This is an optimization exercise on Yosys and OpenROAD, whose aim is small area, a short achievable clock period and few clock cycles per item, not a production implementation. Function was not checked in any run shown here: the RTL went through the layout flow alone. No activity file was given, so power comes from the tool's default toggle rates.

`run.sh`:
```
#!/bin/bash
# synth_recipe.tcl (not shown) runs the flow's synth.tcl, then flattens the netlist and writes it again
# the make line also repeats each setting of config.mk as NAME=value (left out here)
make -C /OpenROAD-flow-scripts/flow DESIGN_CONFIG=/design/flow/config.mk WORK_HOME=/design/flow/orfs CLKGATE_MAP_FILE= SYNTH_SCRIPT=/design/flow/synth_recipe.tcl finish
```
`config.mk`:
```
export PLATFORM = sky130hd
export DESIGN_NAME = phase_accumulator
export DESIGN_NICKNAME = phase_accumulator
export VERILOG_FILES = /design/flow/design.v
export SDC_FILE = /design/flow/constraint.sdc
export NUM_CORES = 4
export LEC_CHECK = 0
export CAP_MARGIN = 20
export CORE_MARGIN = 2
export CORE_UTILIZATION = 30
export PLACE_DENSITY = 0.5
export SETUP_SLACK_MARGIN = 5
export SLEW_MARGIN = 20
export SYNTH_MEMORY_MAX_BITS = 32768
```
`constraint.sdc`:
```
create_clock -name core_clock -period 12.0 [get_ports {clk}]
set_input_delay 2.4000 -clock core_clock [delete_from_list [all_inputs] [get_ports {clk}]]
set_output_delay 2.4000 -clock core_clock [all_outputs]
set_load 0.01 [all_outputs]
```
`design.v`:
```
module pa_wave_rom (
    input  wire [2:0] sel,
    input  wire [7:0] idx,
    output reg  [7:0] low,
    output reg  [2:0] d0,
    output reg  [2:0] d1,
    output reg  [1:0] dh
);
    wire       h     = idx[7];
    wire [6:0] j     = idx[6:0];
    wire       jz    = (j == 7'd0);
    wire [6:0] q_a   = (j[6] & |j[5:0]) ? (7'd64 - {1'b0, j[5:0]}) : j;
    wire [6:0] q_b   = (h & (jz | (&j))) ? 7'd64 : {1'b0, j[6] ? ~j[5:0] : j[5:0]};
    wire       q_inv = h & !jz;
    wire       q_neg = j[6] ^ h;
    wire       hump  = (idx[7:6] == 2'b00);
    wire [7:0] k     = idx - 8'd64;
    wire [6:0] h_a   = (idx[5] & |idx[4:0]) ? (7'd64 - {1'b0, idx[5:0]}) : {1'b0, idx[5:0]};
    wire [6:0] g_a   = (k > 8'd96) ? (8'd192 - k) : k;
    wire [6:0] h_b   = {2'b00, idx[5] ? ~idx[4:0] : idx[4:0]};
    wire [6:0] g_b   = (k >= 8'd96) ? (8'd191 - k) : k;
    wire       a_neg = hump ? idx[5] : (k >= 8'd96);
    reg  [2:0] tid;
    reg  [6:0] a_lo, a_dl;
    reg        inv, neg;
    always @(*) begin
        if (sel[2] & !sel[1]) begin             
            tid  = hump ? 3'd3 : 3'd4;
            a_lo = hump ? h_a : g_a;
            a_dl = hump ? h_b : g_b;
            inv  = sel[0];
            neg  = a_neg ^ sel[0];
        end else begin                          
            tid  = sel[2] ? 3'd2 : {2'b00, sel[0]};
            a_lo = q_a;
            a_dl = q_b;
            inv  = q_inv;
            neg  = q_neg;
        end
    end
    wire [7:0] t_low;
    wire [5:0] t_dlt;
    pa_wave_tabs u_tabs (.a_lo({tid, a_lo}), .a_dl({tid, a_dl}), .low(t_low), .dlt(t_dlt));
    wire [7:0] s_low = inv ? ~t_low : t_low;
    wire [5:0] s_dlt = t_dlt ^ {neg, 2'b00, neg, 2'b00};
    always @(*) begin
        dh = 2'b00;
        d1 = 3'b000;
        case (sel)
            3'd2: begin                           
                low = {8{~idx[7]}};
                d0  = (&idx[6:0]) ? {idx[7], 2'b01} : 3'b000;
                if (&idx[6:0]) dh = idx[7] ? 2'b01 : 2'b10;
            end
            3'd3: begin                           
                low = idx;
                d0  = 3'b001;
                if (&idx) dh = 2'b10;
            end
            default: begin
                low = s_low;
                d0  = s_dlt[2:0];
                d1  = s_dlt[5:3];
            end
        endcase
    end
endmodule
module pa_interp (
    input  wire [7:0]  low,
    input  wire [2:0]  d0,
    input  wire [2:0]  d1,
    input  wire [1:0]  dh,
    input  wire [15:0] frac,
    output wire [23:0] value
);
    wire [16:0] m0 = d0[1] ? {frac, 1'b0} : d0[0] ? {1'b0, frac} : 17'd0;
    wire [16:0] m1 = d1[1] ? {frac, 1'b0} : d1[0] ? {1'b0, frac} : 17'd0;
    wire [15:0] m2 = (dh[0] | dh[1]) ? frac : 16'd0;
    wire [23:0] r0 = {7'd0, m0} ^ {24{d0[2]}};
    wire [23:0] r1 = {{5'd0, m1} ^ {22{d1[2]}}, 2'b00};
    wire [23:0] r2 = {m2 ^ {16{dh[1]}}, 8'd0};
    assign value = {low, 16'd0} + r0 + r1 + r2 +
                   {15'd0, dh[1], 5'd0, d1[2], 1'b0, d0[2]};
endmodule
module pa_wave_tabs(a_lo, a_dl, low, dlt);
  input [9:0] a_lo;
  wire [9:0] a_lo;
  input [9:0] a_dl;
  wire [9:0] a_dl;
  output [7:0] low;
  wire [7:0] low;
  output [5:0] dlt;
  wire [5:0] dlt;
  wire _0_;
  wire _100_;
  wire _101_;
  wire _102_;
  wire _103_;
  wire _104_;
  wire _105_;
  wire _106_;
  wire _107_;
  wire _108_;
  wire _109_;
  wire _10_;
  wire _110_;
  wire _111_;
  wire _112_;
  wire _113_;
  wire _114_;
  wire _115_;
  wire _116_;
  wire _117_;
  wire _118_;
  wire _119_;
  wire _11_;
  wire _120_;
  wire _121_;
  wire _122_;
  wire _123_;
  wire _124_;
  wire _125_;
  wire _126_;
  wire _127_;
  wire _128_;
  wire _129_;
  wire _12_;
  wire _130_;
  wire _131_;
  wire _132_;
  wire _133_;
  wire _134_;
  wire _135_;
  wire _136_;
  wire _137_;
  wire _138_;
  wire _139_;
  wire _13_;
  wire _140_;
  wire _141_;
  wire _142_;
  wire _143_;
  wire _144_;
  wire _145_;
  wire _146_;
  wire _147_;
  wire _148_;
  wire _149_;
  wire _14_;
  wire _150_;
  wire _151_;
  wire _152_;
  wire _153_;
  wire _154_;
  wire _155_;
  wire _156_;
  wire _157_;
  wire _158_;
  wire _159_;
  wire _15_;
  wire _160_;
  wire _161_;
  wire _162_;
  wire _163_;
  wire _164_;
  wire _165_;
  wire _166_;
  wire _167_;
  wire _168_;
  wire _169_;
  wire _16_;
  wire _170_;
  wire _171_;
  wire _172_;
  wire _173_;
  wire _174_;
  wire _175_;
  wire _176_;
  wire _177_;
  wire _178_;
  wire _179_;
  wire _17_;
  wire _180_;
  wire _181_;
  wire _182_;
  wire _183_;
  wire _184_;
  wire _185_;
  wire _186_;
  wire _187_;
  wire _188_;
  wire _189_;
  wire _18_;
  wire _190_;
  wire _191_;
  wire _192_;
  wire _193_;
  wire _194_;
  wire _195_;
  wire _196_;
  wire _197_;
  wire _198_;
  wire _199_;
  wire _19_;
  wire _1_;
  wire _200_;
  wire _201_;
  wire _202_;
  wire _203_;
  wire _204_;
  wire _205_;
  wire _206_;
  wire _207_;
  wire _208_;
  wire _209_;
  wire _20_;
  wire _210_;
  wire _211_;
  wire _212_;
  wire _213_;
  wire _214_;
  wire _215_;
  wire _216_;
  wire _217_;
  wire _218_;
  wire _219_;
  wire _21_;
  wire _220_;
  wire _221_;
  wire _222_;
  wire _223_;
  wire _224_;
  wire _225_;
  wire _226_;
  wire _227_;
  wire _228_;
  wire _229_;
  wire _22_;
  wire _230_;
  wire _231_;
  wire _232_;
  wire _233_;
  wire _234_;
  wire _235_;
  wire _236_;
  wire _237_;
  wire _238_;
  wire _239_;
  wire _23_;
  wire _240_;
  wire _241_;
  wire _242_;
  wire _243_;
  wire _244_;
  wire _245_;
  wire _246_;
  wire _247_;
  wire _248_;
  wire _249_;
  wire _24_;
  wire _250_;
  wire _251_;
  wire _252_;
  wire _253_;
  wire _254_;
  wire _255_;
  wire _256_;
  wire _257_;
  wire _258_;
  wire _259_;
  wire _25_;
  wire _260_;
  wire _261_;
  wire _262_;
  wire _263_;
  wire _264_;
  wire _265_;
  wire _266_;
  wire _267_;
  wire _268_;
  wire _269_;
  wire _26_;
  wire _270_;
  wire _271_;
  wire _272_;
  wire _273_;
  wire _274_;
  wire _275_;
  wire _276_;
  wire _277_;
  wire _278_;
  wire _279_;
  wire _27_;
  wire _280_;
  wire _281_;
  wire _282_;
  wire _283_;
  wire _284_;
  wire _285_;
  wire _286_;
  wire _287_;
  wire _288_;
  wire _289_;
  wire _28_;
  wire _290_;
  wire _291_;
  wire _292_;
  wire _293_;
  wire _294_;
  wire _295_;
  wire _296_;
  wire _297_;
  wire _298_;
  wire _299_;
  wire _29_;
  wire _2_;
  wire _300_;
  wire _301_;
  wire _302_;
  wire _303_;
  wire _304_;
  wire _305_;
  wire _306_;
  wire _307_;
  wire _308_;
  wire _309_;
  wire _30_;
  wire _310_;
  wire _311_;
  wire _312_;
  wire _313_;
  wire _314_;
  wire _315_;
  wire _316_;
  wire _317_;
  wire _318_;
  wire _319_;
  wire _31_;
  wire _320_;
  wire _321_;
  wire _322_;
  wire _323_;
  wire _324_;
  wire _325_;
  wire _326_;
  wire _327_;
  wire _328_;
  wire _329_;
  wire _32_;
  wire _330_;
  wire _331_;
  wire _332_;
  wire _333_;
  wire _334_;
  wire _335_;
  wire _336_;
  wire _337_;
  wire _338_;
  wire _339_;
  wire _33_;
  wire _340_;
  wire _341_;
  wire _342_;
  wire _343_;
  wire _344_;
  wire _345_;
  wire _346_;
  wire _347_;
  wire _348_;
  wire _349_;
  wire _34_;
  wire _350_;
  wire _351_;
  wire _352_;
  wire _353_;
  wire _354_;
  wire _355_;
  wire _356_;
  wire _357_;
  wire _358_;
  wire _359_;
  wire _35_;
  wire _360_;
  wire _361_;
  wire _362_;
  wire _363_;
  wire _364_;
  wire _365_;
  wire _366_;
  wire _367_;
  wire _368_;
  wire _369_;
  wire _36_;
  wire _370_;
  wire _371_;
  wire _372_;
  wire _373_;
  wire _374_;
  wire _375_;
  wire _376_;
  wire _377_;
  wire _378_;
  wire _379_;
  wire _37_;
  wire _380_;
  wire _381_;
  wire _382_;
  wire _383_;
  wire _384_;
  wire _385_;
  wire _386_;
  wire _387_;
  wire _388_;
  wire _389_;
  wire _38_;
  wire _390_;
  wire _391_;
  wire _392_;
  wire _393_;
  wire _394_;
  wire _395_;
  wire _396_;
  wire _397_;
  wire _398_;
  wire _399_;
  wire _39_;
  wire _3_;
  wire _400_;
  wire _401_;
  wire _402_;
  wire _403_;
  wire _404_;
  wire _405_;
  wire _406_;
  wire _407_;
  wire _408_;
  wire _409_;
  wire _40_;
  wire _410_;
  wire _411_;
  wire _412_;
  wire _413_;
  wire _414_;
  wire _415_;
  wire _416_;
  wire _417_;
  wire _418_;
  wire _419_;
  wire _41_;
  wire _420_;
  wire _421_;
  wire _422_;
  wire _423_;
  wire _424_;
  wire _425_;
  wire _426_;
  wire _427_;
  wire _428_;
  wire _429_;
  wire _42_;
  wire _430_;
  wire _431_;
  wire _432_;
  wire _433_;
  wire _434_;
  wire _435_;
  wire _436_;
  wire _437_;
  wire _438_;
  wire _439_;
  wire _43_;
  wire _440_;
  wire _441_;
  wire _442_;
  wire _443_;
  wire _444_;
  wire _445_;
  wire _446_;
  wire _447_;
  wire _448_;
  wire _449_;
  wire _44_;
  wire _450_;
  wire _45_;
  wire _46_;
  wire _47_;
  wire _48_;
  wire _49_;
  wire _4_;
  wire _50_;
  wire _51_;
  wire _52_;
  wire _53_;
  wire _54_;
  wire _55_;
  wire _56_;
  wire _57_;
  wire _58_;
  wire _59_;
  wire _5_;
  wire _60_;
  wire _61_;
  wire _62_;
  wire _63_;
  wire _64_;
  wire _65_;
  wire _66_;
  wire _67_;
  wire _68_;
  wire _69_;
  wire _6_;
  wire _70_;
  wire _71_;
  wire _72_;
  wire _73_;
  wire _74_;
  wire _75_;
  wire _76_;
  wire _77_;
  wire _78_;
  wire _79_;
  wire _7_;
  wire _80_;
  wire _81_;
  wire _82_;
  wire _83_;
  wire _84_;
  wire _85_;
  wire _86_;
  wire _87_;
  wire _88_;
  wire _89_;
  wire _8_;
  wire _90_;
  wire _91_;
  wire _92_;
  wire _93_;
  wire _94_;
  wire _95_;
  wire _96_;
  wire _97_;
  wire _98_;
  wire _99_;
  wire _9_;
  assign _416_ = ~a_lo[9];
  assign _415_ = ~(a_lo[2] | a_lo[3]);
  assign _414_ = a_lo[0] | a_lo[1];
  assign _413_ = _415_ & ~(_414_);
  assign _412_ = a_lo[4] | a_lo[5];
  assign _411_ = _412_ | a_lo[6];
  assign _410_ = _413_ & ~(_411_);
  assign low[7] = _410_ | _416_;
  assign _409_ = _413_ & ~(a_lo[4]);
  assign _408_ = a_lo[5] & ~(_409_);
  assign _407_ = _408_ | a_lo[6];
  assign _406_ = ~a_lo[7];
  assign _405_ = ~a_lo[5];
  assign _404_ = ~a_lo[1];
  assign _403_ = a_lo[2] | a_lo[3];
  assign _402_ = _404_ & ~(_403_);
  assign _401_ = a_lo[4] & ~(_402_);
  assign _400_ = _405_ & ~(_401_);
  assign _399_ = ~(a_lo[2] | a_lo[1]);
  assign _398_ = a_lo[2] & a_lo[1];
  assign _397_ = _398_ | _399_;
  assign _396_ = ~((_397_ | a_lo[3]) & a_lo[4]);
  assign _395_ = _396_ & ~(a_lo[5]);
  assign _394_ = ~(_395_ | _400_);
  assign _393_ = ~((_394_ & _406_) | _407_);
  assign _392_ = _393_ & ~(a_lo[8]);
  assign _391_ = ~(a_lo[0] ^ a_lo[2]);
  assign _390_ = a_lo[3] & ~(_391_);
  assign _389_ = a_lo[3] & ~(_399_);
  assign _388_ = _389_ | _390_;
  assign _387_ = ~((_388_ & _406_) | _412_);
  assign _386_ = a_lo[4] & a_lo[5];
  assign _385_ = _386_ & ~(_402_);
  assign _384_ = _385_ | a_lo[6];
  assign _383_ = ~a_lo[8];
  assign _382_ = ~a_lo[2];
  assign _381_ = a_lo[0] & a_lo[1];
  assign _380_ = _382_ & ~(_381_);
  assign _379_ = a_lo[3] & ~(_380_);
  assign _378_ = _379_ | _412_;
  assign _377_ = ~((_378_ & a_lo[7]) | _383_);
  assign _376_ = ~((_384_ | _387_) & _377_);
  assign _375_ = ~(_376_ & _416_);
  assign low[6] = ~((_375_ | _392_) & (_407_ | low[7]));
  assign _374_ = ~a_lo[4];
  assign _373_ = _402_ | _374_;
  assign _372_ = a_lo[1] ? a_lo[2] : _391_;
  assign _371_ = _372_ | a_lo[3];
  assign _370_ = _371_ & ~(_373_);
  assign _369_ = a_lo[9] & ~(a_lo[6]);
  assign _368_ = a_lo[5] | ~(a_lo[4]);
  assign _367_ = ~(_368_ & _369_);
  assign _366_ = _367_ | _370_;
  assign _365_ = _374_ & ~(_379_);
  assign _364_ = _398_ | a_lo[3];
  assign _363_ = _364_ & _365_;
  assign _362_ = _400_ & ~(_363_);
  assign _361_ = ~(_362_ & a_lo[7]);
  assign _360_ = ~_398_;
  assign _359_ = ~(a_lo[0] & a_lo[1]);
  assign _358_ = a_lo[2] & ~(_359_);
  assign _357_ = _389_ & ~(_358_);
  assign _356_ = _371_ & ~(_357_);
  assign _355_ = _381_ | _415_;
  assign _354_ = _356_ & ~(_355_);
  assign _353_ = _360_ & ~(_354_);
  assign _352_ = _390_ | a_lo[5];
  assign _351_ = ~a_lo[3];
  assign _350_ = _399_ | _351_;
  assign _349_ = a_lo[5] & ~(a_lo[4]);
  assign _348_ = ~_349_;
  assign _347_ = _350_ & ~(_348_);
  assign _346_ = ~(a_lo[7] | a_lo[6]);
  assign _345_ = ~(_346_ & _368_);
  assign _344_ = _373_ & ~(_345_);
  assign _343_ = _344_ & ~(_347_);
  assign _342_ = ~((_352_ | _353_) & _343_);
  assign _341_ = ~((_342_ & _361_) | _383_);
  assign _340_ = _415_ & ~(_381_);
  assign _339_ = _340_ & ~(a_lo[4]);
  assign _338_ = ~((_339_ | _405_) & (_365_ | _394_));
  assign _337_ = _413_ & ~(_349_);
  assign _336_ = _374_ & ~(_413_);
  assign _335_ = _336_ | _406_;
  assign _334_ = ~(a_lo[8] | a_lo[6]);
  assign _333_ = ~((_335_ | _337_) & _334_);
  assign _332_ = ~((_338_ & _406_) | _333_);
  assign _331_ = _332_ | a_lo[9];
  assign low[5] = ~((_331_ | _341_) & (_366_ | _409_));
  assign _330_ = ~_346_;
  assign _329_ = _358_ | a_lo[3];
  assign _328_ = ~((_329_ | _399_) & a_lo[4]);
  assign _327_ = _328_ & ~(_405_);
  assign _326_ = ~((_353_ | a_lo[4]) & _327_);
  assign _325_ = a_lo[1] & a_lo[3];
  assign _324_ = a_lo[0] | ~(a_lo[2]);
  assign _323_ = ~(_324_ & _325_);
  assign _322_ = ~(a_lo[0] | a_lo[1]);
  assign _321_ = _381_ | _322_;
  assign _320_ = ~((_321_ | a_lo[3]) & _323_);
  assign _319_ = ~(a_lo[0] & a_lo[3]);
  assign _318_ = _382_ & ~(_319_);
  assign _317_ = _318_ | ~(_336_);
  assign _316_ = ~((_317_ | _320_) & (_340_ | _374_));
  assign _315_ = ~(_316_ & _405_);
  assign _314_ = ~((_315_ & _326_) | _330_);
  assign _313_ = a_lo[2] ? _404_ : _381_;
  assign _312_ = _313_ & ~(_351_);
  assign _311_ = _312_ | a_lo[4];
  assign _310_ = _351_ & ~(_313_);
  assign _309_ = ~(_310_ | _311_);
  assign _308_ = _309_ | ~(_395_);
  assign _307_ = ~((_308_ & a_lo[7]) | _383_);
  assign _306_ = _307_ & ~(_314_);
  assign _305_ = _391_ | _351_;
  assign _304_ = _305_ & ~(_389_);
  assign _303_ = ~(a_lo[2] & a_lo[3]);
  assign _302_ = ~(_349_ & _303_);
  assign _301_ = _364_ | _374_;
  assign _300_ = ~_303_;
  assign _299_ = ~((_300_ & a_lo[4]) | a_lo[5]);
  assign _298_ = ~(_299_ & _301_);
  assign _297_ = ~((_298_ | _363_) & (_340_ | _302_));
  assign _296_ = a_lo[7] & ~(a_lo[6]);
  assign _295_ = ~_296_;
  assign _294_ = ~((_412_ & _413_) | _295_);
  assign _293_ = ~((_294_ & _304_) | (_297_ & _346_));
  assign _292_ = ~((_293_ | a_lo[8]) & _416_);
  assign _291_ = ~((_347_ | _370_) & _408_);
  assign _290_ = ~a_lo[6];
  assign _289_ = _409_ | a_lo[5];
  assign _288_ = ~((_289_ | a_lo[3]) & _290_);
  assign _287_ = _291_ & ~(_288_);
  assign _286_ = _402_ & ~(_412_);
  assign _285_ = _286_ | _290_;
  assign _284_ = ~(_285_ & a_lo[9]);
  assign low[4] = ~((_284_ | _287_) & (_292_ | _306_));
  assign _283_ = ~a_lo[0];
  assign _282_ = a_lo[0] & a_lo[2];
  assign _281_ = a_lo[1] & ~(_282_);
  assign _280_ = ~((_281_ & a_lo[3]) | (_303_ & _283_));
  assign _279_ = _280_ & ~(_404_);
  assign _278_ = _374_ & ~(_322_);
  assign _277_ = _278_ & ~(_279_);
  assign _276_ = ~(_277_ | _365_);
  assign _275_ = _380_ | ~(_414_);
  assign _274_ = ~(_275_ | _329_);
  assign _273_ = a_lo[2] & ~(_381_);
  assign _272_ = _273_ | _274_;
  assign _271_ = a_lo[5] & ~(_401_);
  assign _270_ = ~((_272_ | _276_) & _271_);
  assign _269_ = a_lo[1] & ~(a_lo[2]);
  assign _268_ = a_lo[3] & ~(a_lo[0]);
  assign _267_ = _303_ & ~(_268_);
  assign _266_ = ~((_267_ | _269_) & a_lo[4]);
  assign _265_ = ~((_266_ | _310_) & _405_);
  assign _264_ = ~((_265_ | _309_) & _406_);
  assign _263_ = _270_ & ~(_264_);
  assign _262_ = ~((_412_ | _403_) & a_lo[7]);
  assign _261_ = _262_ | ~(_372_);
  assign _260_ = ~(_261_ & _334_);
  assign _259_ = _391_ | a_lo[1];
  assign _258_ = ~(a_lo[0] | a_lo[2]);
  assign _257_ = _404_ ? a_lo[0] : _258_;
  assign _256_ = _257_ | ~(_259_);
  assign _255_ = _256_ | _282_;
  assign _254_ = _255_ & ~(_399_);
  assign _253_ = _276_ | ~(_254_);
  assign _252_ = a_lo[1] | a_lo[3];
  assign _251_ = _252_ & ~(_388_);
  assign _250_ = a_lo[4] & ~(_251_);
  assign _249_ = _405_ & ~(_250_);
  assign _248_ = ~((_249_ & _253_) | _406_);
  assign _247_ = _397_ | _351_;
  assign _246_ = _283_ & ~(_402_);
  assign _245_ = _247_ ? _246_ : a_lo[0];
  assign _244_ = ~(_245_ | _412_);
  assign _243_ = a_lo[2] & ~(a_lo[0]);
  assign _242_ = _243_ ^ _404_;
  assign _241_ = _242_ & ~(a_lo[3]);
  assign _240_ = _374_ & ~(_325_);
  assign _239_ = _240_ & ~(_241_);
  assign _238_ = _252_ & ~(_243_);
  assign _237_ = _238_ & ~(_379_);
  assign _236_ = a_lo[4] & ~(_237_);
  assign _235_ = ~((_236_ | _239_) & a_lo[5]);
  assign _234_ = _301_ | ~(_321_);
  assign _233_ = ~((_234_ | a_lo[5]) & _346_);
  assign _232_ = _233_ | ~(_235_);
  assign _231_ = ~((_232_ | _244_) & a_lo[8]);
  assign _230_ = ~((_231_ | _248_) & (_260_ | _263_));
  assign _229_ = a_lo[5] & ~(_379_);
  assign _228_ = _229_ & _370_;
  assign _227_ = ~((_289_ | a_lo[2]) & (_348_ | _356_));
  assign _226_ = ~((_227_ | _228_) & _290_);
  assign _225_ = a_lo[5] | ~(a_lo[6]);
  assign _224_ = ~(_225_ | _402_);
  assign _223_ = ~((_224_ & _365_) | _416_);
  assign low[3] = ~((_223_ & _226_) | (_230_ & _416_));
  assign _222_ = _402_ | ~(_321_);
  assign _221_ = ~(_222_ & _294_);
  assign _220_ = ~(a_lo[4] & a_lo[3]);
  assign _219_ = a_lo[3] & ~(_256_);
  assign _218_ = _219_ | a_lo[5];
  assign _217_ = ~((_218_ & _412_) | (_254_ & _220_));
  assign _216_ = ~((_320_ & _349_) | _330_);
  assign _215_ = ~((_217_ | _327_) & _216_);
  assign _214_ = ~((_215_ & _221_) | a_lo[8]);
  assign _213_ = a_lo[0] & ~(_364_);
  assign _212_ = _213_ | _266_;
  assign _211_ = ~((_277_ | _365_) & (_321_ | _300_));
  assign _210_ = ~((_211_ & _212_) | a_lo[5]);
  assign _209_ = _391_ & ~(a_lo[3]);
  assign _208_ = _209_ & ~(_399_);
  assign _207_ = _268_ | a_lo[4];
  assign _206_ = _209_ | _322_;
  assign _205_ = _206_ | _312_;
  assign _204_ = ~((_205_ | _374_) & (_207_ | _208_));
  assign _203_ = _274_ | _374_;
  assign _202_ = _281_ | _351_;
  assign _201_ = ~((_202_ & _336_) | a_lo[5]);
  assign _200_ = ~((_201_ & _203_) | (_204_ & a_lo[5]));
  assign _199_ = ~((_200_ & _346_) | _383_);
  assign _198_ = ~((_210_ | _406_) & _199_);
  assign _197_ = ~(_198_ & _416_);
  assign _196_ = a_lo[9] & ~(_285_);
  assign _195_ = _312_ | _373_;
  assign _194_ = ~((_372_ & _351_) | _195_);
  assign _193_ = _358_ | a_lo[4];
  assign _192_ = ~((_193_ | _320_) & a_lo[5]);
  assign _191_ = ~((_192_ | _194_) & (_289_ | a_lo[1]));
  assign _190_ = ~((_191_ & _369_) | (_196_ & _362_));
  assign low[2] = ~((_197_ | _214_) & _190_);
  assign _189_ = ~(a_lo[0] | a_lo[3]);
  assign _188_ = a_lo[4] & ~(_189_);
  assign _187_ = ~(_256_ | _282_);
  assign _186_ = ~((_187_ & _351_) | (_388_ & _360_));
  assign _185_ = _323_ & ~(_207_);
  assign _184_ = ~((_185_ & _371_) | (_186_ & _188_));
  assign _183_ = _243_ | _374_;
  assign _182_ = _183_ & _195_;
  assign _181_ = ~(_189_ | _258_);
  assign _180_ = ~((_240_ & _181_) | _406_);
  assign _179_ = ~((_182_ | _354_) & _180_);
  assign _178_ = ~((_184_ | _330_) & _179_);
  assign _177_ = ~((_255_ | a_lo[3]) & (_304_ | _398_));
  assign _176_ = ~((_177_ & _283_) | (_324_ & _404_));
  assign _175_ = ~((_176_ | _318_) & a_lo[4]);
  assign _174_ = ~(a_lo[4] | a_lo[3]);
  assign _173_ = ~(_346_ & a_lo[5]);
  assign _172_ = ~((_174_ & _259_) | _173_);
  assign _171_ = ~((_172_ & _175_) | (_178_ & _405_));
  assign _170_ = _267_ & ~(_320_);
  assign _169_ = ~(_170_ | _183_);
  assign _168_ = ~((_169_ | _277_) & _405_);
  assign _167_ = _246_ & _247_;
  assign _166_ = _269_ | _258_;
  assign _165_ = _166_ | _329_;
  assign _164_ = _350_ & ~(_374_);
  assign _163_ = ~((_164_ & _165_) | _405_);
  assign _162_ = ~((_167_ | _317_) & _163_);
  assign _161_ = ~((_162_ & _168_) | a_lo[7]);
  assign _160_ = a_lo[0] | ~(a_lo[7]);
  assign _159_ = ~((_160_ | _286_) & _334_);
  assign _158_ = ~((_159_ | _161_) & (_171_ | _383_));
  assign _157_ = ~((_234_ & _396_) | _219_);
  assign _156_ = _243_ & ~(_404_);
  assign _155_ = ~((_156_ | _267_) & (_364_ | _283_));
  assign _154_ = ~((_155_ | a_lo[4]) & a_lo[5]);
  assign _153_ = _325_ & _282_;
  assign _152_ = ~((_153_ | _283_) & (_246_ | a_lo[4]));
  assign _151_ = ~((_152_ | a_lo[5]) & (_154_ | _157_));
  assign _150_ = ~(_151_ & _290_);
  assign _149_ = _251_ | _311_;
  assign _148_ = _328_ & ~(_225_);
  assign _147_ = ~((_148_ & _149_) | _416_);
  assign low[1] = ~((_147_ & _150_) | (_158_ & _416_));
  assign _146_ = _255_ | a_lo[3];
  assign _145_ = _153_ | _374_;
  assign _144_ = ~((_242_ & a_lo[3]) | _145_);
  assign _143_ = a_lo[3] & ~(_321_);
  assign _142_ = ~((_143_ | a_lo[4]) & a_lo[5]);
  assign _141_ = ~((_144_ & _146_) | _142_);
  assign _140_ = _205_ & ~(_143_);
  assign _139_ = _280_ & ~(_412_);
  assign _138_ = _346_ & ~(_139_);
  assign _137_ = ~((_140_ | _368_) & _138_);
  assign _136_ = _137_ | _141_;
  assign _135_ = ~(_279_ | _302_);
  assign _134_ = ~((_135_ | _385_) & _324_);
  assign _133_ = _300_ & ~(_281_);
  assign _132_ = _257_ | _412_;
  assign _131_ = _268_ | _368_;
  assign _130_ = ~((_131_ | _166_) & (_132_ | _133_));
  assign _129_ = _130_ | ~(_134_);
  assign _128_ = ~(_188_ & _403_);
  assign _127_ = _128_ | _143_;
  assign _126_ = _350_ & ~(_156_);
  assign _125_ = _126_ | _207_;
  assign _124_ = _125_ & ~(a_lo[5]);
  assign _123_ = _124_ & _127_;
  assign _122_ = ~((_123_ | _406_) & (_129_ | _330_));
  assign _121_ = _383_ & ~(_410_);
  assign _120_ = ~((_121_ & _136_) | (_122_ & a_lo[8]));
  assign _119_ = _276_ | ~(_155_);
  assign _118_ = a_lo[9] & ~(_225_);
  assign _117_ = _118_ & ~(_236_);
  assign _116_ = _386_ & ~(_390_);
  assign _115_ = ~(_116_ & _146_);
  assign _114_ = ~_273_;
  assign _113_ = _351_ ? _114_ : _242_;
  assign _112_ = ~((_414_ & _415_) | _145_);
  assign _111_ = _336_ | a_lo[5];
  assign _110_ = ~((_111_ | _112_) & _369_);
  assign _109_ = ~((_113_ & _349_) | _110_);
  assign _108_ = ~((_109_ & _115_) | (_117_ & _119_));
  assign low[0] = ~((_120_ | a_lo[9]) & _108_);
  assign _107_ = ~(a_dl[7] | a_dl[6]);
  assign _106_ = ~a_dl[4];
  assign _105_ = ~(a_dl[2] | a_dl[0]);
  assign _104_ = ~(a_dl[2] ^ a_dl[0]);
  assign _103_ = ~((_104_ | a_dl[1]) & a_dl[3]);
  assign _102_ = ~((_103_ | _105_) & _106_);
  assign _101_ = ~((_102_ | a_dl[5]) & _107_);
  assign _100_ = ~(a_dl[2] | a_dl[1]);
  assign _99_ = a_dl[3] & ~(_100_);
  assign _98_ = ~a_dl[1];
  assign _97_ = a_dl[0] | ~(a_dl[2]);
  assign _96_ = ~((_97_ | _98_) & _106_);
  assign _95_ = ~((_96_ | _99_) & a_dl[7]);
  assign _94_ = a_dl[8] & ~(a_dl[9]);
  assign _93_ = ~(_94_ & _95_);
  assign dlt[4] = _101_ & ~(_93_);
  assign _92_ = a_dl[9] & ~(a_dl[6]);
  assign _91_ = ~_92_;
  assign _90_ = ~(a_dl[1] | a_dl[3]);
  assign _89_ = a_dl[2] | a_dl[0];
  assign _88_ = _89_ | a_dl[5];
  assign _87_ = _90_ & ~(_88_);
  assign _86_ = _87_ & ~(_91_);
  assign _85_ = ~_86_;
  assign _84_ = a_dl[2] & a_dl[0];
  assign _83_ = ~((_84_ & a_dl[1]) | a_dl[3]);
  assign _82_ = _83_ & a_dl[2];
  assign _81_ = ~(a_dl[2] | a_dl[3]);
  assign _80_ = a_dl[4] & ~(_81_);
  assign _79_ = _80_ & ~(_82_);
  assign _78_ = ~a_dl[3];
  assign _77_ = a_dl[2] | ~(a_dl[0]);
  assign _76_ = ~((_97_ | _98_) & _77_);
  assign _75_ = ~((_76_ | _100_) & _78_);
  assign _74_ = ~(_75_ | _96_);
  assign _73_ = _74_ | _79_;
  assign _72_ = _73_ | _101_;
  assign _71_ = a_dl[0] & ~(a_dl[2]);
  assign _70_ = _71_ | ~(_99_);
  assign _69_ = a_dl[4] & ~(_70_);
  assign _68_ = ~((_69_ | _95_) & a_dl[8]);
  assign _67_ = _72_ & ~(_68_);
  assign _66_ = _67_ | a_dl[9];
  assign _65_ = a_dl[3] & ~(_71_);
  assign _64_ = a_dl[2] & ~(a_dl[0]);
  assign _63_ = ~((_64_ & a_dl[1]) | _71_);
  assign _62_ = _98_ ? _84_ : _64_;
  assign _61_ = ~((_62_ | _90_) & _63_);
  assign _60_ = ~((_61_ & _65_) | a_dl[4]);
  assign _59_ = a_dl[5] & ~(_60_);
  assign _58_ = _90_ & ~(_77_);
  assign _57_ = _59_ & ~(_58_);
  assign _56_ = _57_ | ~(_107_);
  assign _55_ = ~a_dl[7];
  assign _54_ = _78_ & ~(_63_);
  assign _53_ = _54_ | _102_;
  assign _52_ = a_dl[4] & ~(_105_);
  assign _51_ = ~((_65_ | _83_) & _52_);
  assign _50_ = _51_ & ~(a_dl[5]);
  assign _49_ = ~((_50_ & _53_) | a_dl[6]);
  assign _48_ = ~((_49_ & _87_) | _55_);
  assign _47_ = _48_ | a_dl[8];
  assign _46_ = a_dl[6] | a_dl[9];
  assign _45_ = _46_ | _47_;
  assign _44_ = _56_ & ~(_45_);
  assign dlt[3] = ~((_44_ | _66_) & _85_);
  assign _43_ = ~a_dl[9];
  assign _42_ = ~(a_dl[1] & a_dl[3]);
  assign _41_ = _105_ & ~(_42_);
  assign _40_ = ~(a_dl[4] | a_dl[5]);
  assign _39_ = ~((_40_ & _41_) | _56_);
  assign _38_ = ~((_39_ | _47_) & _43_);
  assign _37_ = ~((_70_ & _80_) | _95_);
  assign _36_ = _50_ & _53_;
  assign _35_ = _36_ | a_dl[6];
  assign _34_ = ~a_dl[5];
  assign _33_ = _74_ | _34_;
  assign _32_ = ~_84_;
  assign _31_ = ~((_42_ | _32_) & _79_);
  assign _30_ = _31_ & ~(_33_);
  assign _29_ = ~((_30_ | _35_) & _55_);
  assign _28_ = _29_ & ~(_37_);
  assign _27_ = a_dl[8] & ~(_28_);
  assign _26_ = _92_ & ~(_87_);
  assign _25_ = _71_ & ~(_42_);
  assign _24_ = ~(_41_ | _54_);
  assign _23_ = ~((_24_ | _106_) & (_25_ | _96_));
  assign _22_ = ~(a_dl[6] & a_dl[9]);
  assign _21_ = _22_ | ~(_23_);
  assign _20_ = _21_ & ~(_26_);
  assign dlt[2] = ~((_27_ | _38_) & _20_);
  assign _19_ = a_dl[3] & ~(_25_);
  assign _18_ = _84_ ? a_dl[1] : _89_;
  assign _17_ = a_dl[0] & ~(_81_);
  assign _16_ = ~((_17_ | _98_) & (_18_ | a_dl[3]));
  assign _15_ = a_dl[0] & ~(_16_);
  assign _14_ = _19_ | ~(_15_);
  assign _13_ = ~((_90_ & _64_) | (_104_ & _106_));
  assign _12_ = ~(_13_ & a_dl[5]);
  assign _11_ = _14_ & ~(_12_);
  assign _10_ = _64_ | _98_;
  assign _9_ = a_dl[0] & ~(a_dl[3]);
  assign _8_ = a_dl[4] & ~(a_dl[5]);
  assign _7_ = ~((_9_ | _10_) & _8_);
  assign _6_ = ~(_7_ | _82_);
  assign _5_ = ~((_6_ & _16_) | _87_);
  assign _4_ = _5_ & ~(_11_);
  assign _3_ = ~_4_;
  assign _2_ = _65_ & ~(_62_);
  assign _1_ = ~((_18_ & _63_) | a_dl[3]);
  assign _0_ = _1_ | _106_;
  assign _450_ = _99_ & ~(_102_);
  assign _449_ = _34_ & ~(_450_);
  assign _448_ = ~((_0_ | _2_) & _449_);
  assign _447_ = ~(_42_ | _84_);
  assign _446_ = _106_ & ~(_105_);
  assign _445_ = ~(_446_ & _61_);
  assign _444_ = ~((_445_ | _447_) & (_6_ | _40_));
  assign _443_ = _105_ | ~(_99_);
  assign _442_ = _443_ & _79_;
  assign _441_ = ~((_442_ | _33_) & _107_);
  assign _440_ = _441_ | _36_;
  assign _439_ = _444_ & ~(_440_);
  assign _438_ = _15_ | ~(_80_);
  assign _437_ = ~((_62_ | _99_) & _106_);
  assign _436_ = _437_ & ~(_55_);
  assign _435_ = ~(_436_ & _438_);
  assign _434_ = ~((_435_ | _37_) & a_dl[8]);
  assign _433_ = ~((_434_ | _439_) & (_448_ | _47_));
  assign dlt[1] = ~((_433_ | _38_) & (_3_ | _91_));
  assign _432_ = _98_ & ~(_104_);
  assign _431_ = _432_ ^ _78_;
  assign _430_ = _431_ | _106_;
  assign _429_ = _430_ & _59_;
  assign _428_ = _448_ & ~(_429_);
  assign _427_ = _19_ | a_dl[4];
  assign _426_ = _75_ & ~(_427_);
  assign _425_ = ~((_32_ | _98_) & _52_);
  assign _424_ = ~((_443_ & _79_) | _425_);
  assign _423_ = ~((_424_ | _426_) & a_dl[5]);
  assign _422_ = ~((_423_ & _444_) | a_dl[6]);
  assign _421_ = _435_ & _94_;
  assign _420_ = ~((_422_ | a_dl[7]) & _421_);
  assign _419_ = ~((_4_ | _91_) & _21_);
  assign _418_ = _420_ & ~(_419_);
  assign dlt[0] = ~((_428_ | _45_) & _418_);
  assign _417_ = ~(_94_ & a_dl[5]);
  assign dlt[5] = ~((_417_ | _72_) & _85_);
endmodule
module pa_fconv #(
    parameter integer KP = 2,           
    parameter integer KF = 6            
) (
    input  wire        clk,
    input  wire        rst,
    input  wire        start,      
    input  wire        is_period,  
    input  wire        is_set,     
    input  wire [31:0] arg,        
    output wire        soon,       
    output reg         fin,        
    output reg         fin_set,    
    output wire [23:0] result      
);
    localparam integer KM = (KF > KP) ? KF : KP;
    localparam integer NQ = 24 + KM - 1;          
    localparam [46:0] B = 47'd72057594037927;
    reg          it;         
    reg          per;        
    reg  [4:0]   cyc;        
    reg          sp;         
    reg          sp_max;     
    reg  [23:0]  den;        
    reg  [23:0]  rem;
    reg [NQ-1:0] nq;         
    wire        f_sign = arg[31];
    wire [7:0]  f_exp  = arg[30:23];
    wire [23:0] f_m    = {1'b1, arg[22:0]};
    wire        f_nan  = (&f_exp) && (|arg[22:0]);
    reg         s_sp, s_max;
    reg  [4:0]  s_cyc;
    reg  [2:0]  s_pad;
    reg  [23:0] keep;        
    integer j, n;
    always @(*) begin
        s_cyc = 5'd0;
        s_pad = 3'd0;
        if (!is_period) begin
            s_sp  = f_nan | f_sign | (f_exp >= 8'd136) | (f_exp <= 8'd111);
            s_max = !f_nan & !f_sign & (f_exp >= 8'd136);
            for (n = 0; n < 24; n = n + 1)
                if (f_exp[4:0] == ((112 + n) % 32)) begin
                    s_cyc = n / KF + 1;
                    s_pad = (KF - 1) - (n % KF);
                end
            for (j = 0; j < 24; j = j + 1)
                keep[j] = (f_exp >= 135 - j);
        end else begin
            s_sp  = f_nan | f_sign | (f_exp >= 8'd142) | (f_exp <= 8'd117);
            s_max = !f_nan & (f_sign | (f_exp <= 8'd117));
            for (n = 0; n < 24; n = n + 1)
                if (f_exp[4:0] == ((141 - n) % 32)) begin
                    s_cyc = n / KP + 1;
                    s_pad = (KP - 1) - (n % KP);
                end
            for (j = 0; j < 24; j = j + 1)
                keep[j] = (f_exp <= 118 + j);
        end
    end
    wire [46:0] x_f = {17'd0, f_m[23:18], f_m[17:0], 6'd0};    
    wire [46:0] x_p = B;
    wire [46:0] x   = (is_period ? x_p : x_f) & {23'h7fffff, keep};
    wire [46:0] x_s = x >> s_pad;
    wire [NQ+22:0] x_q = {x, {(KM-1){1'b0}}} >> s_pad;
    assign soon = (start & (s_sp | (s_cyc == 5'd1))) | (it & (cyc == 5'd2));
    localparam integer KP2 = KP / 2;
    wire [25:0]   d1 = {2'b00, den};
    wire [25:0]   d2 = {1'b0, den, 1'b0};
    reg  [23:0]   pr [0:KP2];
    reg [NQ-1:0]  pq [0:KP2];
    reg  [25:0]   py;
    reg  [26:0]   p1, p2, p3;
    integer i;
    always @(*) begin
        pr[0] = rem;
        pq[0] = nq;
        for (i = 0; i < KP2; i = i + 1) begin
            py = {pr[i], pq[i][NQ-1:NQ-2]};
            p1 = {1'b0, py} - {1'b0, d1};
            p2 = {1'b0, py} - {1'b0, d2};
            p3 = {1'b0, py} - {1'b0, d1} - {1'b0, d2};
            if (!p3[26])      begin pr[i+1] = p3[23:0]; pq[i+1] = {pq[i][NQ-3:0], 2'd3}; end
            else if (!p2[26]) begin pr[i+1] = p2[23:0]; pq[i+1] = {pq[i][NQ-3:0], 2'd2}; end
            else if (!p1[26]) begin pr[i+1] = p1[23:0]; pq[i+1] = {pq[i][NQ-3:0], 2'd1}; end
            else              begin pr[i+1] = py[23:0]; pq[i+1] = {pq[i][NQ-3:0], 2'd0}; end
        end
    end
    localparam integer KF2 = KF / 2;
    reg  [6:0]    fr [0:KF2];
    reg [NQ-1:0]  fq [0:KF2];
    reg  [8:0]    fy;
    integer f;
    always @(*) begin
        fr[0] = rem[6:0];
        fq[0] = nq;
        for (f = 0; f < KF2; f = f + 1) begin
            fy = {fr[f], fq[f][NQ-1:NQ-2]};
            if (fy >= 9'd375)      begin fr[f+1] = fy - 9'd375; fq[f+1] = {fq[f][NQ-3:0], 2'd3}; end
            else if (fy >= 9'd250) begin fr[f+1] = fy - 9'd250; fq[f+1] = {fq[f][NQ-3:0], 2'd2}; end
            else if (fy >= 9'd125) begin fr[f+1] = fy - 9'd125; fq[f+1] = {fq[f][NQ-3:0], 2'd1}; end
            else                   begin fr[f+1] = fy[6:0];     fq[f+1] = {fq[f][NQ-3:0], 2'd0}; end
        end
    end
    always @(posedge clk) begin
        if (rst) begin
            it  <= 1'b0;
            fin <= 1'b0;
        end else begin
            fin <= 1'b0;
            if (start) begin
                sp      <= s_sp;
                sp_max  <= s_max;
                fin_set <= is_set;
                per     <= is_period;
                cyc     <= s_sp ? 5'd1 : s_cyc;
                it      <= 1'b1;
                den     <= f_m;
                rem     <= x_s[46:24];
                nq      <= x_q[NQ-1:0];
            end else if (it) begin
                rem <= per ? pr[KP2] : {17'd0, fr[KF2]};
                nq  <= per ? pq[KP2] : fq[KF2];
                cyc <= cyc - 5'd1;
                if (cyc == 5'd1) begin
                    it  <= 1'b0;
                    fin <= 1'b1;
                end
            end
        end
    end
    wire [23:0] q = nq[23:0];
    assign result = sp ? (sp_max ? 24'h800000 : 24'd1) :
                    (q[23] & |q[22:0]) ? 24'h800000 :
                    (q == 24'd0) ? 24'd1 : q;
endmodule
module phase_accumulator #(
    parameter integer CONV_KP = 2,    
    parameter integer CONV_KF = 6     
) (
    input  wire        clk,
    input  wire        rst,           
    input  wire        tick_valid,
    output wire        tick_ready,
    input  wire        cmd_valid,
    output wire        cmd_ready,
    input  wire [7:0]  cmd_op,
    input  wire [31:0] cmd_arg,
    output reg         rsp_valid,
    output reg         rsp_err,
    output reg  [31:0] rsp_data
);
    localparam [3:0] K_ZERO  = 4'd0;
    localparam [3:0] K_VALUE = 4'd1;
    localparam [3:0] K_CNT   = 4'd2;
    localparam [3:0] K_INC   = 4'd3;
    localparam [3:0] K_HALF  = 4'd4;
    localparam [3:0] K_ERR   = 4'd5;
    localparam [3:0] K_MINF  = 4'd8;    
    localparam [3:0] K_MAXF  = 4'd9;
    localparam [3:0] K_MINP  = 4'd10;
    localparam [3:0] K_MAXP  = 4'd11;
    reg [23:0] cnt;
    reg [23:0] inc;
    reg [2:0]  sel;
    reg        crdy;
    reg        trdy;
    assign cmd_ready  = crdy;
    assign tick_ready = trdy;
    wire cfire = cmd_valid & crdy;
    wire tfire = tick_valid & trdy;
    reg       d_set_inc, d_set_cnt, d_tick, d_rst_ph, d_set_wave, d_conv;
    reg [3:0] d_kind;
    always @(*) begin
        d_set_inc = 1'b0; d_set_cnt = 1'b0; d_tick = 1'b0; d_rst_ph = 1'b0;
        d_set_wave = 1'b0; d_conv = 1'b0;
        d_kind = K_ZERO;
        case (cmd_op)
            8'h01: d_set_inc  = 1'b1;
            8'h02: d_kind     = K_INC;
            8'h03: d_set_cnt  = 1'b1;
            8'h04: d_kind     = K_CNT;
            8'h05: d_tick     = 1'b1;
            8'h06: d_rst_ph   = 1'b1;
            8'h07: d_kind     = K_HALF;
            8'h10: d_kind     = K_VALUE;
            8'h11: d_set_wave = 1'b1;
            8'h20, 8'h21, 8'h22, 8'h23: d_conv = 1'b1;
            8'h24: d_kind     = K_MINF;
            8'h25: d_kind     = K_MAXF;
            8'h26: d_kind     = K_MINP;
            8'h27: d_kind     = K_MAXP;
            default: d_kind   = K_ERR;
        endcase
    end
    reg        e_v, e_t;             
    reg [3:0]  e_k;
    reg        e_set_inc, e_set_cnt, e_tick, e_rst_ph, e_set_wave, e_conv;
    reg        e_per, e_cset;
    reg [31:0] e_arg;                
    always @(posedge clk) begin
        if (rst) begin
            e_v <= 1'b0;
            e_t <= 1'b0;
        end else begin
            e_v <= cfire;
            e_t <= tfire;
        end
        e_k        <= d_kind;
        e_set_inc  <= d_set_inc;
        e_set_cnt  <= d_set_cnt;
        e_tick     <= d_tick;
        e_rst_ph   <= d_rst_ph;
        e_set_wave <= d_set_wave;
        e_conv     <= d_conv;
        e_per      <= cmd_op[0];
        e_cset     <= cmd_op[1];
        e_arg      <= {cmd_arg[31:3],
                       !d_set_wave ? cmd_arg[2:0] :
                       (cmd_arg <= 32'd6) ? cmd_arg[2:0] : 3'd0};
    end
    wire        cv_soon, cv_fin, cv_fin_set;
    wire [23:0] cv_result;
    pa_fconv #(.KP(CONV_KP), .KF(CONV_KF)) u_fconv (
        .clk       (clk),
        .rst       (rst),
        .start     (e_v & e_conv),
        .is_period (e_per),
        .is_set    (e_cset),
        .arg       (e_arg),
        .soon      (cv_soon),
        .fin       (cv_fin),
        .fin_set   (cv_fin_set),
        .result    (cv_result)
    );
    wire        cv_wr   = cv_fin & cv_fin_set;
    wire [23:0] inc_eff = cv_wr ? cv_result : inc;
    wire [23:0] sum1 = cnt + inc_eff;
    wire [23:0] sum2 = cnt + {inc_eff[22:0], 1'b0};
    wire        c_tick = e_v & e_tick;
    always @(posedge clk) begin
        if (rst) begin
            cnt  <= 24'd0;
            inc  <= 24'd0;
            sel  <= 3'd0;
            crdy <= 1'b1;
            trdy <= 1'b1;
        end else begin
            if (e_v & e_set_cnt)
                cnt <= e_arg[23:0];
            else if (e_v & e_rst_ph)
                cnt <= 24'd0;
            else if (e_t & c_tick)
                cnt <= sum2;
            else if (e_t | c_tick)
                cnt <= sum1;
            if (e_v & e_set_inc)
                inc <= e_arg[23:0];
            else if (cv_wr)
                inc <= cv_result;
            if (e_v & e_set_wave)
                sel <= e_arg[2:0];
            if (cfire & d_conv) begin
                crdy <= 1'b0;
                trdy <= !cmd_op[1];
            end else if (cv_soon) begin
                crdy <= 1'b1;
                trdy <= 1'b1;
            end
        end
    end
    reg        r0_v;
    reg [3:0]  r0_k;
    reg        p1_v;
    reg        p1_val;
    reg        p1_err;
    reg [31:0] p1_d;
    wire [7:0]  w_low;
    wire [2:0]  w_d0, w_d1;
    wire [1:0]  w_dh;
    pa_wave_rom u_rom (.sel(sel), .idx(cnt[23:16]), .low(w_low),
                       .d0(w_d0), .d1(w_d1), .dh(w_dh));
    reg [31:0] rd;
    always @(*) begin
        case (r0_k)
            K_VALUE: rd = {w_low, w_d0, w_d1, w_dh, cnt[15:0]};
            K_CNT:   rd = {8'd0, cnt};
            K_INC:   rd = {8'd0, inc};
            K_HALF:  rd = {31'd0, (cnt > 24'h800000)};
            K_MINF:  rd = 32'h387A0000;
            K_MAXF:  rd = 32'h43FA0000;
            K_MINP:  rd = 32'h3B03126F;
            K_MAXP:  rd = 32'h4683126F;
            default: rd = 32'd0;
        endcase
    end
    wire [23:0] value;
    pa_interp u_interp (.low(p1_d[31:24]), .d0(p1_d[23:21]), .d1(p1_d[20:18]),
                        .dh(p1_d[17:16]), .frac(p1_d[15:0]), .value(value));
    always @(posedge clk) begin
        if (rst) begin
            r0_v      <= 1'b0;
            p1_v      <= 1'b0;
            rsp_valid <= 1'b0;
        end else begin
            r0_v      <= e_v & !e_conv;
            p1_v      <= r0_v;
            rsp_valid <= p1_v | cv_fin;
        end
        r0_k   <= e_k;
        p1_val <= (r0_k == K_VALUE);
        p1_err <= (r0_k == K_ERR);
        p1_d   <= rd;
        if (cv_fin) begin
            rsp_err  <= 1'b0;
            rsp_data <= cv_fin_set ? 32'd0 : {8'd0, cv_result};
        end else begin
            rsp_err  <= p1_err;
            rsp_data <= p1_val ? {8'd0, value} : p1_d;
        end
    end
endmodule
```
==> results of run 1 <==
[Yosys cell counts (51+ instances only)]
library cell	count
sky130_fd_sc_hd__a211oi_1	51
sky130_fd_sc_hd__a21oi_1	280
sky130_fd_sc_hd__clkbuf_1	172
sky130_fd_sc_hd__dfxtp_1	175
sky130_fd_sc_hd__edfxtp_1	85
sky130_fd_sc_hd__ha_1	204
sky130_fd_sc_hd__inv_1	118
sky130_fd_sc_hd__mux2i_1	92
sky130_fd_sc_hd__nand2_1	351
sky130_fd_sc_hd__nand3_1	101
sky130_fd_sc_hd__nor2_1	293
sky130_fd_sc_hd__nor3_1	93
sky130_fd_sc_hd__o21ai_0	250
sky130_fd_sc_hd__xnor2_1	119
sky130_fd_sc_hd__xor2_1	57
[through the flow]
stage | worst slack, ps | utilization (%) | cells | area, µm²
2_1_floorplan | 6322 | - | 3264 | 25310
3_5_place_dp | 6002 | 32.40 | 4270 | 27070
3_3_place_gp | 6103 | 32.40 | 4270 | 27070
6_report | 5932 | 33.62 | 4327 | 28090
5_1_grt | 5441 | 33.62 | 4327 | 28090
4_1_cts | 5970 | 33.61 | 4327 | 28090
[worst max path at each step]
stage                    from        endpoint  slack [ps]  depth (start not counted)
5_1_grt        u_fconv.nq[27]  u_fconv.rem[6]        5440                         24
2_1_floorplan             rst  u_fconv.cyc[0]        6320                          3
4_1_cts        u_fconv.nq[27]  u_fconv.rem[6]        5970                         24
3_5_place_dp   u_fconv.nq[27]  u_fconv.rem[6]        6000                         24
3_3_place_gp   u_fconv.nq[27]  u_fconv.rem[6]        6100                         24
6_report       u_fconv.nq[28]  u_fconv.rem[6]        5930                         20
[logic make-up (layout without fill, tap and decap cells)]
| kind of cell | count (synthesis) | after routing | synth area share, % |
|---|---|---|---|
| AOI/OAI and AO/OA | 1053 | 1053 | 27.55 |
| adders and majority gates | 231 | 231 | 12.22 |
| and+or+nand+nor | 1107 | 1107 | 20.57 |
| buffers and inverters | 320 | 303 | 4.864 |
| xor gates and xnor gates | 177 | 177 | 6.155 |
| muxes | 116 | 116 | 4.706 |
| DFF | 260 | 260 | 23.93 |
[routing by layer]
metal,vias up,GRT usage (%),wire length [µm]
met3,141,2.421,5322
met2,814,34.22,42170
met1,11710,27.97,41390
li1,11940,-,-
met5,-,0,0
met4,0,6.359,2802
[power groups by stage]
| stage | logic [W] | clock network, W | registers [W] |
|---|---|---|---|
| final | 0.000468 | 0.000955 | 0.000970 |
| after global routing | 0.000514 | 0.00101 | 0.000971 |
| after CTS | 0.000459 | 0.000980 | 0.000969 |
| after detailed placement | 0.000457 | 0 | 0.000988 |
| after global placement | 0.000463 | 0 | 0.000988 |
| after floorplan | 0.000335 | 0 | 0.000958 |
[area by class of cell]
type | instances | area (µm²)
Fill cell | 8889 | 55470
Multi-Input combinational cell | 2684 | 18090
Sequential cell | 260 | 6057
Tap cell | 1080 | 1351
Timing Repair Buffer | 123 | 1116
Clock buffer | 34 | 807.0
Inverter | 123 | 461.7
Clock inverter | 23 | 206.4
[state kept, by name, indices dropped and copies added, names as in the netlist, 23 cells and up]
signal,cells
e_arg,32
u_fconv.den,23
p1_d,32
u_fconv.rem,24
inc,24
cnt,24
rsp_data,32
u_fconv.nq,29
[worst max-delay path: cells and delay by family, from the launching register on]
family,cells,cell delay [ps]
simple gates,7,1870
compound gates,7,1590
fa+ha+maj,3,940
flops,1,570
buf+inv,2,500
xor+xnor,1,350
==> reports/results.ini, run 1 <==
[worst_setup_path]
critical_path_class=flop to flop
setup.reg_to_reg.worst_slack_ps=5930
critPathCaptureType=flop
arrival_ps=6430
crit-reg2reg-capture=u_fconv.rem[6]
timing.critical_path.fanout_max=15
critical_path.most_common_cell=sky130_fd_sc_hd__ha_1
type_of_element_launching_the_critical_path=flop
r2r_cells=20
rr_startpoint=u_fconv.nq[28]
cpPeakStageDelay_ps=720
critical-path-slowest-cell=sky130_fd_sc_hd__nor4b_4
timing.critical_path.required_ps=12360
crit_chain=inv_1 > ha_1 > a211oi_4 > o311a_1 > nor2_1 > ha_1 > and2_1 > nor4_2 > nor4b_4 > a21oi_2 > xnor2_2 > inv_1 > ha_1 > nand2_1 > o211ai_1 > o31ai_4 > o41a_1 > o22ai_2 > nor4b_1 > or3_1

[timing]
max_freq_mhz=164.8
timing.max_slew.rel_slack_pct=27.53
timing.final.hold_violations=0
rsz0062_at_grt=false
timing.final.crit_period_ps=6068
timing.final.crit_share_pct=50.57
setup_total_neg_slack_ps=0
tightestPinTransition_ps=1086
timing_max_transition_violations_final=0
holdWs_ps=329.3
setup_viol=0
clock_skew_ps=39.03

[global_routing]
vias_in_the_first_global_route=23430
groute.usage.overall_pct=20.66
maximum_number_of_pins_on_one_net_before_global_route_repair=60
grt_pass1_wl_um=141600
antenna_found_initial=0
gr-total-overflow=0

[drt]
detail_route.drc_violations=0
total_number_of_vias=24600
detail_route.iter0.violations=2416
routed_wire_length_per_instance_um=21.19
detail-route-antenna-nets=0
detail_routed_via_count_per_cell=5.685
drtPass1Iterations=6
final_routed_wirelength_across_all_metal_layers_um=91680

[run]
drv.max_cap_violation_count=0

[pwr]
combPwrFrac_pct=19.6
leakagePower_nw=11.02
power_w=0.002392
switchingPower_w=0.0007747
power.share.clock_pct=39.9
cellInternalPower_w=0.001618
power.ir.vdd_worst_mv=0.1100
netSwitchingFraction_pct=32.38
power.sequential.fraction_pct=40.5
cellPowerDensity_mw_per_mm2=85.17

[clock_tree]
cts_setup_buffers=0
post_cts_hold_buffer_count=0
clock_buffer_count_from_cts=31
clkLatencyLatePin_ps=620
cts.clk_slew.worst_paths_ps=70
ctsResizeCount=0
max-clock-path-buffers=3
tritoncts=built
clock_tree.root_cell=sky130_fd_sc_hd__clkbuf_16
h-tree-depth=1
cts_sinks=260

[die]
initial_core_util_pct=30.29
std_cell_rows=106
die_w_um=294.5
die_y_um=294.5
top_level_i_o_count=80
fp.dieArea_mm2=0.08671
core-area_mm2=0.08356

[status]
result_of_the_run=complete, no violations

[place]
routabilityCongestion=0.9096
dp_hpwl_um=68510
port-buffer-count=79

[cells_and_area]
syn_to_final_growth_pct=10.97
layout.cells.most_common=sky130_fd_sc_hd__nand2_1
num-nets-final=3498
antenna_cells_inserted=0
share_of_post_route_cells_with_drive_strength_above_1_pct=5.975
layout_common_cells=sky130_fd_sc_hd__nand2_1 (351), sky130_fd_sc_hd__nor2_1 (290), sky130_fd_sc_hd__a21oi_1 (279), sky130_fd_sc_hd__o21ai_0 (250), sky130_fd_sc_hd__ha_1 (204)

[synthesis]
yosys_register_bits=260
synth_flop_cell=sky130_fd_sc_hd__dfxtp_1
post_synthesis_sequential_area_ratio_pct=23.93
synth_enable_flop_cells=85
mappedNetlistArea_mm2=0.02531
synth.area.top_cells=sky130_fd_sc_hd__dfxtp_1 (14%), sky130_fd_sc_hd__ha_1 (10%), sky130_fd_sc_hd__edfxtp_1 (10%)
netlist-cell-type-count=100
synth_top_area_share_pct=13.84
yosysWarningCount=7
post_synth.cell_area_avg_um2=7.754
postSynthNetCount=3539
post_synth_arst_share_pct=0
synth_top_area_cell=sky130_fd_sc_hd__dfxtp_1
syn-instance-count=3264

[worst_hold_path]
worstHoldEndpoint=r0_k[1]
worstHoldPathCells=0
worst_hold_path_type=flop to flop
holdCritStartpoint=e_k[1]

==> run 2: changes to the inputs <==
==> flow/run.sh (new file) <==
#!/bin/bash
set -euo pipefail
bash standard.sh SETUP_SLACK_MARGIN=7 finish > standard_flow.log 2>&1
==> standard.sh (new file) <==
#!/bin/bash
# synth_recipe.tcl (not shown) runs the flow's synth.tcl, then flattens the netlist and writes it again
# the make line also repeats each setting of config.mk as NAME=value (left out here)
make -C /OpenROAD-flow-scripts/flow DESIGN_CONFIG=/design/flow/config.mk WORK_HOME=/design/flow/orfs CLKGATE_MAP_FILE= SYNTH_SCRIPT=/design/flow/synth_recipe.tcl "${@:-finish}"
removed: run.sh
==> run 2 against run 1 <==
Compared with the run above: design area grew 9.7%; routed wire length grew 4.5%; synthesized cell count is the same; clock skew is essentially flat; area after synthesis is the same; sequential cell count is the same; critical endpoint unchanged.
==> reports/results.ini, run 2 <==
[status]
result_of_the_run=complete, no violations

[worst_setup_path]
critical_path_class=flop to flop
worst-path-stages=24  ; +20%
critical-path-slowest-cell=sky130_fd_sc_hd__nor4b_4
r2r_cells=24  ; +20%
cpPeakStageDelay_ps=510  ; -210 ps
crit_chain=buf_6 > buf_6 > inv_8 > ha_4 > a21oi_4 > buf_6 > a22o_4 > o311a_4 > nor2_4 > ha_4 > and2_4 > nor4_4 > nor4b_4 > a21oi_2 > xnor2_2 > buf_4 > buf_4 > buf_4 > a221oi_1 > o31a_1 > o41a_1 > o22ai_2 > nor4b_1 > or3_1
total_buffers_and_inverters_traversed_by_the_critical_path=7  ; +5
timing.critical_path.required_ps=12310  ; -50 ps
timing.critical_path.fanout_max=8  ; -7
critPathCaptureType=flop
critical-path-top-delay-family=compound AO/OA/AOI/OAI gates
type_of_element_launching_the_critical_path=flop
arrival_ps=5670  ; -760 ps

[clock_tree]
cts.clk_slew.worst_paths_ps=70  ; about the same
clock_buffer_count_from_cts=34  ; +9.7%
cts_sinks=260  ; unchanged
clkLatencyLatePin_ps=570  ; -50 ps
clock_tree.root_cell=sky130_fd_sc_hd__clkbuf_16
max-clock-path-buffers=3  ; unchanged
post_cts_hold_buffer_count=0  ; unchanged
tritoncts=built
h-tree-depth=2  ; +1

[die]
std_cell_rows=106  ; unchanged
core-area_mm2=0.08356  ; unchanged
top_level_i_o_count=80  ; unchanged
fp.dieArea_mm2=0.08671  ; unchanged
die_w_um=294.5  ; unchanged
initial_core_util_pct=30.29  ; unchanged
die_y_um=294.5  ; unchanged

[synthesis]
synth.area.top_cells=sky130_fd_sc_hd__dfxtp_1 (14%), sky130_fd_sc_hd__ha_1 (10%), sky130_fd_sc_hd__edfxtp_1 (10%)
post_synth_arst_share_pct=0  ; unchanged
synth_top_area_share_pct=13.84  ; unchanged
synth_enable_flop_cells=85  ; unchanged
synth_compound_area_share_pct=27.55  ; unchanged
mappedNetlistArea_mm2=0.02531  ; unchanged
post_synthesis_sequential_area_ratio_pct=23.93  ; unchanged
dominant_combinational_cell_family_by_area_after_synthesis=compound AO/OA/AOI/OAI gates
synth_simple_gate_area_share_pct=20.57  ; unchanged
post_synth.cell_area_avg_um2=7.754  ; unchanged
netlist-cell-type-count=100  ; unchanged
post_synth_xor_area_fraction_pct=6.155  ; unchanged
synth_top_cells_by_count=sky130_fd_sc_hd__nand2_1 (351), sky130_fd_sc_hd__nor2_1 (293), sky130_fd_sc_hd__a21oi_1 (280), sky130_fd_sc_hd__o21ai_0 (250), sky130_fd_sc_hd__ha_1 (204)
multiplexer_fraction_of_the_synthesized_cell_area_pct=4.706  ; unchanged
yosys_register_bits=260  ; unchanged
synth_flop_cell=sky130_fd_sc_hd__dfxtp_1
syn-instance-count=3264  ; unchanged
yosysMostFrequentCell=sky130_fd_sc_hd__nand2_1
synth_top_area_cell=sky130_fd_sc_hd__dfxtp_1
yosysWarningCount=7  ; unchanged
postSynthNetCount=3539  ; unchanged
yosys.area_share.adder_pct=12.22  ; unchanged

[timing]
timing.final.hold_violations=0  ; unchanged
timing.final.crit_share_pct=44.62  ; -5.9 points
timing.final.crit_period_ps=5355  ; -713.5 ps
tightestPinTransition_ps=1069  ; -16.71 ps
setup_total_neg_slack_ps=0  ; unchanged
setup_viol=0  ; unchanged
max_freq_mhz=186.7  ; +13%
timing_max_transition_violations_final=0  ; unchanged
rsz0062_at_grt=true
clock_skew_ps=38.58  ; -0.4446 ps
timing.max_slew.rel_slack_pct=28.64  ; +1.1 points

[pwr]
leakagePower_nw=12.13  ; +10%
cellPowerDensity_mw_per_mm2=84.77  ; -0.47%
power.ir.vdd_worst_mv=0.09380  ; -15%

[cells_and_area]
final-instance-count-excl-fill=4498  ; +4.0%
layout.cells.most_common=sky130_fd_sc_hd__nand2_1
share_of_post_route_cells_with_drive_strength_above_1_pct=15.36  ; +9.4 points
num-nets-final=3666  ; +4.8%
postLayoutCoreUtil_pct=36.89  ; +3.3 points
syn_to_final_growth_pct=21.77
biggest_registers_after_layout=e_arg x32, p1_d x32, rsp_data x32
layout_common_cells=sky130_fd_sc_hd__nand2_1 (347), sky130_fd_sc_hd__nor2_1 (282), sky130_fd_sc_hd__a21oi_1 (253), sky130_fd_sc_hd__o21ai_0 (228), sky130_fd_sc_hd__ha_1 (187)
layout_cell_area_excl_fill_mm2=0.03082  ; +9.7%

[place]
post_dp_cell_area_mm2=0.02716  ; +0.33%
dp_cell_count=4272  ; +0.047%
routabilityCongestion=0.9056  ; -0.44%
dp_hpwl_um=68260  ; -0.37%
port-buffer-count=79  ; unchanged

[global_routing]
gr-total-overflow=0  ; unchanged
groute.usage.overall_pct=21.35  ; +0.70 points
maximum_number_of_pins_on_one_net_before_global_route_repair=60  ; unchanged
grt_pass1_wl_um=145900  ; +3.0%
antenna_found_initial=1  ; +1
vias_in_the_first_global_route=24170  ; +3.1%

[worst_hold_path]
worst_hold_path_type=flop to flop
worstHoldPathCells=0  ; unchanged

[drt]
total_number_of_vias=25760  ; +4.7%
final_routed_wirelength_across_all_metal_layers_um=95780  ; +4.5%
detail_route.iter0.violations=2414  ; -0.083%
drtPass1Iterations=6  ; unchanged
detail_routed_via_count_per_cell=5.727  ; +0.73%
detail_route.drc_violations=0  ; unchanged
routed_wire_length_per_instance_um=21.29  ; +0.51%
detail-route-antenna-nets=0  ; unchanged

[run]
drv.max_cap_violation_count=0  ; unchanged

-- run 2: cell count changes in the layout (fill, tap and decap cells not counted), sizes merged, moves of 2 or more --
cell / before / now
buf: 45 / 207
bufinv: 1 / 6
clkinv: 15 / 10
a21o: 41 / 43
inv: 129 / 124
clkinvlp: 1 / 7
clkbuf: 34 / 38
-- run 2: final timing paths --
| check | to | from | slack, ps |
|---|---|---|---|
| setup / recovery | u_fconv.rem[6] | u_fconv.nq[28] | 6650 |
| hold / removal | r0_k[1] | e_k[1] | 330 |
| setup reg to reg | u_fconv.rem[6] | u_fconv.nq[28] | 6650 |
| hold reg to reg | r0_k[1] | e_k[1] | 330 |
-- run 2: repair_timing --
item | in CTS | in global routing
setup endpoints to repair | 55 | 52
resized for setup | 152 | 100
pin swaps | 54 | 60
setup buffers | 95 | 60
cloned | 6 | 2
endpoints found under the hold margin | 0 | 0
-- run 2: cell type report --
type | instances | area, µm²
clock inverters | 24 | 351.6
well taps | 1080 | 1351
repair buffers | 286 | 2540
multi-input cells | 2686 | 19110
clock buffers | 38 | 895.9
flip-flops and latches | 260 | 6083
diodes | 1 | 2.502
inverters | 123 | 484.2
fillers | 8737 | 52730
-- run 2: per-layer routing --
layer	GRT usage, %	up-vias	wire, µm
li1	-	12290	-
met1	28.55	12380	42380
met2	35.72	908	44720
met3	2.142	183	5339
met4	7.392	0	3340
met5	0	-	0
-- run 2: metrics by stage --
stage / hold WS (ps) / total power, W / worst slack, ps
2_1_floorplan: 309.6 / 0.001293 / 6996
3_3_place_gp: 311.8 / 0.001452 / 6202
3_5_place_dp: 312.1 / 0.001445 / 6080
4_1_cts: 326.4 / 0.002611 / 6797
5_1_grt: 331.9 / 0.002710 / 6439
6_report: 326.8 / 0.002613 / 6645
-- run 2: logic make-up after synthesis --
| logic type | after synthesis |
|---|---|
| AO/OA/AOI/OAI | 1053 |
| buffers and inverters | 320 |
| multiplexers | 116 |
| XOR/XNOR | 177 |
| flip-flops | 260 |
| adder cells (fa/ha/maj) | 231 |
| AND/OR/NAND/NOR | 1107 |
-- run 2: worst reg2reg max path: stages, from the launching register on --
cell	delay, ps
sky130_fd_sc_hd__edfxtp_1	410
sky130_fd_sc_hd__buf_6	150
sky130_fd_sc_hd__buf_6	120
sky130_fd_sc_hd__inv_8	90
sky130_fd_sc_hd__ha_4	140
sky130_fd_sc_hd__a21oi_4	60
sky130_fd_sc_hd__buf_6	120
sky130_fd_sc_hd__a22o_4	260
sky130_fd_sc_hd__o311a_4	410
sky130_fd_sc_hd__nor2_4	190
sky130_fd_sc_hd__ha_4	170
sky130_fd_sc_hd__and2_4	160
sky130_fd_sc_hd__nor4_4	50
sky130_fd_sc_hd__nor4b_4	510
sky130_fd_sc_hd__a21oi_2	100
sky130_fd_sc_hd__xnor2_2	190
sky130_fd_sc_hd__buf_4	170
sky130_fd_sc_hd__buf_4	130
sky130_fd_sc_hd__buf_4	130
sky130_fd_sc_hd__a221oi_1	330
sky130_fd_sc_hd__o31a_1	320
sky130_fd_sc_hd__o41a_1	250
sky130_fd_sc_hd__o22ai_2	110
sky130_fd_sc_hd__nor4b_1	160
sky130_fd_sc_hd__or3_1	380
-- run 2: report_power, final --
| part | switching, W | total (W) | internal, W |
|---|---|---|---|
| logic | 0.000304 | 0.000499 | 0.000195 |
| registers | 0.0000457 | 0.000968 | 0.000923 |
| clock network | 0.000462 | 0.00115 | 0.000683 |
| total | 0.000812 | 0.00261 | 0.00180 |

port drivers added, routing unchanged:
No port has a modelled driver above. Below, the same layouts with a new extraction and two added sets of constraints.
Step 1: set_driving_cell puts a clkbuf_16 on clk and a buf_2 on each other input, an assumption about the parent block.
Step 2 times the ports against the registers' clock, not the clock port: input delays grow and output delays shrink by t, the midpoint of the rising clock arrivals with the driver on.
a / b / c = no drivers / after step 1 / after step 2; a / b = the first two.
run	t, ns	setup WS [ns]	hold slack, ns	worst data-port slew with drivers (ns)	pins driven straight from the clock port
run 1	0.673	5.932 / 5.932 / 5.932	0.329 / 0.329 / 0.329	0.05	1
run 2	0.624	6.645 / 6.645 / 6.645	0.327 / 0.327 / 0.327	0.05	1
After both steps setup and hold are still met in every run listed.
